Background: an optimization exercise with open tools, aiming at small area. Do not read the settings as production practice.
Only simulation tests tie the RTL to the original design; equivalence was not proved.
The clock port is modelled as an ideal driver; clocking choices that lean on that would not hold on a real chip.
Power and IR drop assume default switching activity.

==> inputs of v9 <==
==> flow/design.v (excerpt) <==
module dmx_core (
    input  wire        clk,
    input  wire        rst,
    input  wire [31:0] now,
    input  wire        init,
    input  wire        in_valid,
    output wire        in_ready,
    input  wire [7:0]  in_data,
    output wire        sink_cfg_valid,
    output wire [9:0]  sink_cfg_count,
    output wire        sink_wr_valid,
    output wire [8:0]  sink_wr_index,
    output wire [7:0]  sink_wr_data,
    output wire        ok_pulse,
    output wire        err_pulse,
    output wire [7:0]  err_tag,
    output wire        ok_indicator,
    input  wire [2:0]  t_op,
    input  wire [23:0] t_arg,
    output wire        t_due
);
    dmx_frame_decoder u_dec (
        .clk            (clk),
        .rst            (rst),
        .init           (init),
        .in_valid       (in_valid),
        .in_ready       (in_ready),
        .in_data        (in_data),
        .c              (now[15:0]),
        .sink_cfg_valid (sink_cfg_valid),
        .sink_cfg_count (sink_cfg_count),
        .sink_wr_valid  (sink_wr_valid),
        .sink_wr_index  (sink_wr_index),
        .sink_wr_data   (sink_wr_data),
        .ok_pulse       (ok_pulse),
        .err_pulse      (err_pulse),
        .err_tag        (err_tag),
        .ok_indicator   (ok_indicator)
    );
    alarm_timer u_timer (
        .clk   (clk),
        .rst   (rst),
        .tc    (now[31:8]),
        .t_op  (t_op),
        .t_arg (t_arg),
        .t_due (t_due)
    );
endmodule
export LEC_CHECK = 0
export CAP_MARGIN = 20
export CORE_MARGIN = 2
export CORE_UTILIZATION = 40
export GPL_TIMING_DRIVEN = 1
export PLACE_DENSITY = 0.65
export SETUP_SLACK_MARGIN = -0.3
export SLEW_MARGIN = 20
create_clock -name core_clock -period 8.0 [get_ports {clk}]
standard.sh (not shown) runs the stock make flow with config.mk's settings and CLKGATE_MAP_FILE= SYNTH_SCRIPT=/design/flow/synth_recipe.tcl, a recipe that flattens the netlist after the stock synthesis.
==> flow/flow/run.sh <==
#!/bin/bash
# The standard layout, with two changes:
#  - synthesis maps with ABC's area-oriented script flow/area.abc (the rest of
#    the standard flow's synthesis script is unchanged, so the registers are the same);
#  - port buffers are sky130_fd_sc_hd__buf_1 cells.
set -euo pipefail
HERE=$PWD
{
  echo "proc abc {args} {"
  echo "  set i [lsearch -exact \$args -script]"
  echo "  if {\$i >= 0} { lset args [expr {\$i + 1}] $HERE/flow/area.abc }"
  echo "  yosys abc {*}\$args"
  echo "}"
  cat synth_recipe.tcl
} > my_synth.tcl
sed "s#SYNTH_SCRIPT=[^ ]*#SYNTH_SCRIPT=$HERE/my_synth.tcl#" standard.sh > my_standard.sh
export BUFFER_PORTS_ARGS="-buffer_cell sky130_fd_sc_hd__buf_1"
if [[ -f flow/cts_args.txt ]]; then export CTS_ARGS="$(cat flow/cts_args.txt)"; fi
if [[ -f flow/post_cts.tcl ]]; then export POST_CTS_TCL="$HERE/flow/post_cts.tcl"; fi
bash my_standard.sh > flow.log 2>&1
==> flow/flow/area.abc <==
strash
&get -n
&st
&dch -f
&nf
&put
strash
&get -n
&st
&dch -f
&nf
&put
strash
&get -n
&st
&dch -f
&nf
&put
topo
stime -c
==> flow/flow/cts_args.txt <==
-sink_clustering_enable -repair_clock_nets -buf_list {sky130_fd_sc_hd__clkbuf_2} -dont_use_dummy_load
==> flow/flow/post_cts.tcl <==
set sizes {sky130_fd_sc_hd__clkbuf_2 sky130_fd_sc_hd__clkbuf_4 sky130_fd_sc_hd__clkbuf_8 sky130_fd_sc_hd__clkbuf_16}
set n_up 0
for {set iter 0} {$iter < 4} {incr iter} {
  estimate_parasitics -placement
  set up {}
  foreach inst [get_cells *] {
    set k [lsearch -exact $sizes [get_property $inst ref_name]]
    if {$k < 0 || $k == [llength $sizes] - 1} { continue }
    set out [get_pins -of_objects $inst -filter "direction == output"]
    set loads [get_pins -of_objects [get_nets -of_objects $out] -filter "direction == input"]
    set worst 0
    foreach l $loads {
      if {[get_property $l lib_pin_name] ne "CLK"} { continue }
      set s [get_property $l slew_max]
      if {$s > $worst} { set worst $s }
    }
    puts "post_cts: pass $iter [get_full_name $inst] [get_property $inst ref_name] [llength $loads] loads, worst slew $worst"
    if {$worst > 0.110} { lappend up [list $inst [lindex $sizes [expr {$k + 1}]]] }
  }
  if {[llength $up] == 0} { break }
  foreach u $up { replace_cell [lindex $u 0] [lindex $u 1]; incr n_up }
}
puts "post_cts: $n_up clock buffer resizes"
if {$n_up > 0} {
  detailed_placement
  check_placement -verbose
}
==> v17 (differences from v9) <==
==> flow/flow/cts_args.txt (replaced) <==
-sink_clustering_enable -repair_clock_nets -buf_list {sky130_fd_sc_hd__clkbuf_4} -dont_use_dummy_load
==> flow/flow/post_cts.tcl (replaced) <==
set n_up 0
foreach inst [get_cells *] {
  if {[get_property $inst ref_name] ne "sky130_fd_sc_hd__clkbuf_4"} { continue }
  set out [get_pins -of_objects $inst -filter "direction == output"]
  set loads [get_pins -of_objects [get_nets -of_objects $out] -filter "direction == input"]
  if {[llength $loads] >= 11} {
    replace_cell $inst sky130_fd_sc_hd__clkbuf_8
    incr n_up
  }
}
puts "post_cts: upsized $n_up clock buffers"
if {$n_up > 0} {
  detailed_placement
  check_placement -verbose
}
--- a/flow/config.mk
+++ b/flow/config.mk
@@ -9,6 +9,5 @@
 export CORE_MARGIN = 2
-export CORE_UTILIZATION = 40
-export GPL_TIMING_DRIVEN = 1
-export PLACE_DENSITY = 0.65
-export SETUP_SLACK_MARGIN = -0.3
+export CORE_UTILIZATION = 60
+export GPL_TIMING_DRIVEN = 0
+export PLACE_DENSITY = 0.7
 export SLEW_MARGIN = 20
==> v36 (differences from v9) <==
--- a/flow/flow/run.sh
+++ b/flow/flow/run.sh
@@ -19,2 +19,3 @@
 if [[ -f flow/post_cts.tcl ]]; then export POST_CTS_TCL="$HERE/flow/post_cts.tcl"; fi
+export RECOVER_POWER=100
 bash my_standard.sh > flow.log 2>&1
==> flow/flow/cts_args.txt (replaced) <==
-sink_clustering_enable -repair_clock_nets -buf_list {sky130_fd_sc_hd__clkbuf_4} -dont_use_dummy_load
--- a/flow/config.mk
+++ b/flow/config.mk
@@ -10,5 +10,3 @@
 export CORE_UTILIZATION = 40
-export GPL_TIMING_DRIVEN = 1
-export PLACE_DENSITY = 0.65
-export SETUP_SLACK_MARGIN = -0.3
+export GPL_TIMING_DRIVEN = 0
 export SLEW_MARGIN = 20
==> run summary <==
* Run status: complete, no violations
* Iteration-0 DRC Markers at 192
* Hpwl dp at 8490 µm
* Placed inst area at 0.00547 mm²
* Total GRT Usage at 0.275
* Clock power share at 0.133
* Buffers, non-clock at 128
* Die Area at 0.00883 mm²
* Design Area, Final at 0.00576 mm²
* DIE WIDTH at 94.0 µm
* Worst slew pin tran at 0.915 ns
* Sequential fraction of total cell area at 0.306
* Core area at 0.00777 mm²
* DR WL met3 at 650 µm
* Setup WS pre-CTS at -1.13 ns
[end of results for v17]
==> run summary <==
* Hpwl dp at 9260 µm
* Buffers, non-clock at 131
* Die Area at 0.0130 mm²
* Core area at 0.0119 mm²
* DIE WIDTH at 114 µm
* Run status: complete, no violations
* Sequential fraction of total cell area at 0.307
* Total GRT Usage at 0.191
* Setup WS pre-CTS at -0.102 ns
[end of results for v9]
==> run summary <==
* Total GRT Usage at 0.191
* Run status: finished with violations
* Worst slew pin tran at 1.55 ns
* Violated checks: max-capacitance violations, max-slew violations
* Max Cap Violations at 1
* Buffers, non-clock at 121
* Setup WS pre-CTS at -1.38 ns
* Design Area, Final at 0.00575 mm²
* DIE WIDTH at 114 µm
* Final slew viol count at 30
[end of results for v36]

-- afterwards: timing with drivers on the ports --
The flow's constraints put no driver on any port. The routed layouts listed below were extracted and timed again, unchanged, in two steps.
Step 1 assumes that a clkbuf_16 drives the clock port and a buf_2 every other input.
Step 2 also shifts input and output timing later by t, the mid clock arrival at the registers, as if the neighbouring blocks saw the same clock.
Three values: ideal ports, drivers, drivers and shift; two values: the first two.
run	t (ns)	slack for setup (ns)	cell pins on the clock port's net
v9	0.564	0.198 / 0.178 / 0.178	1
v17	0.430	0.225 / 0.205 / 0.205	1
v36	0.469	0.310 / 0.287 / 0.287	1
The setup slack of v36, which loses most, moves by -0.023 ns with the drivers and by -0.023 ns with both steps.
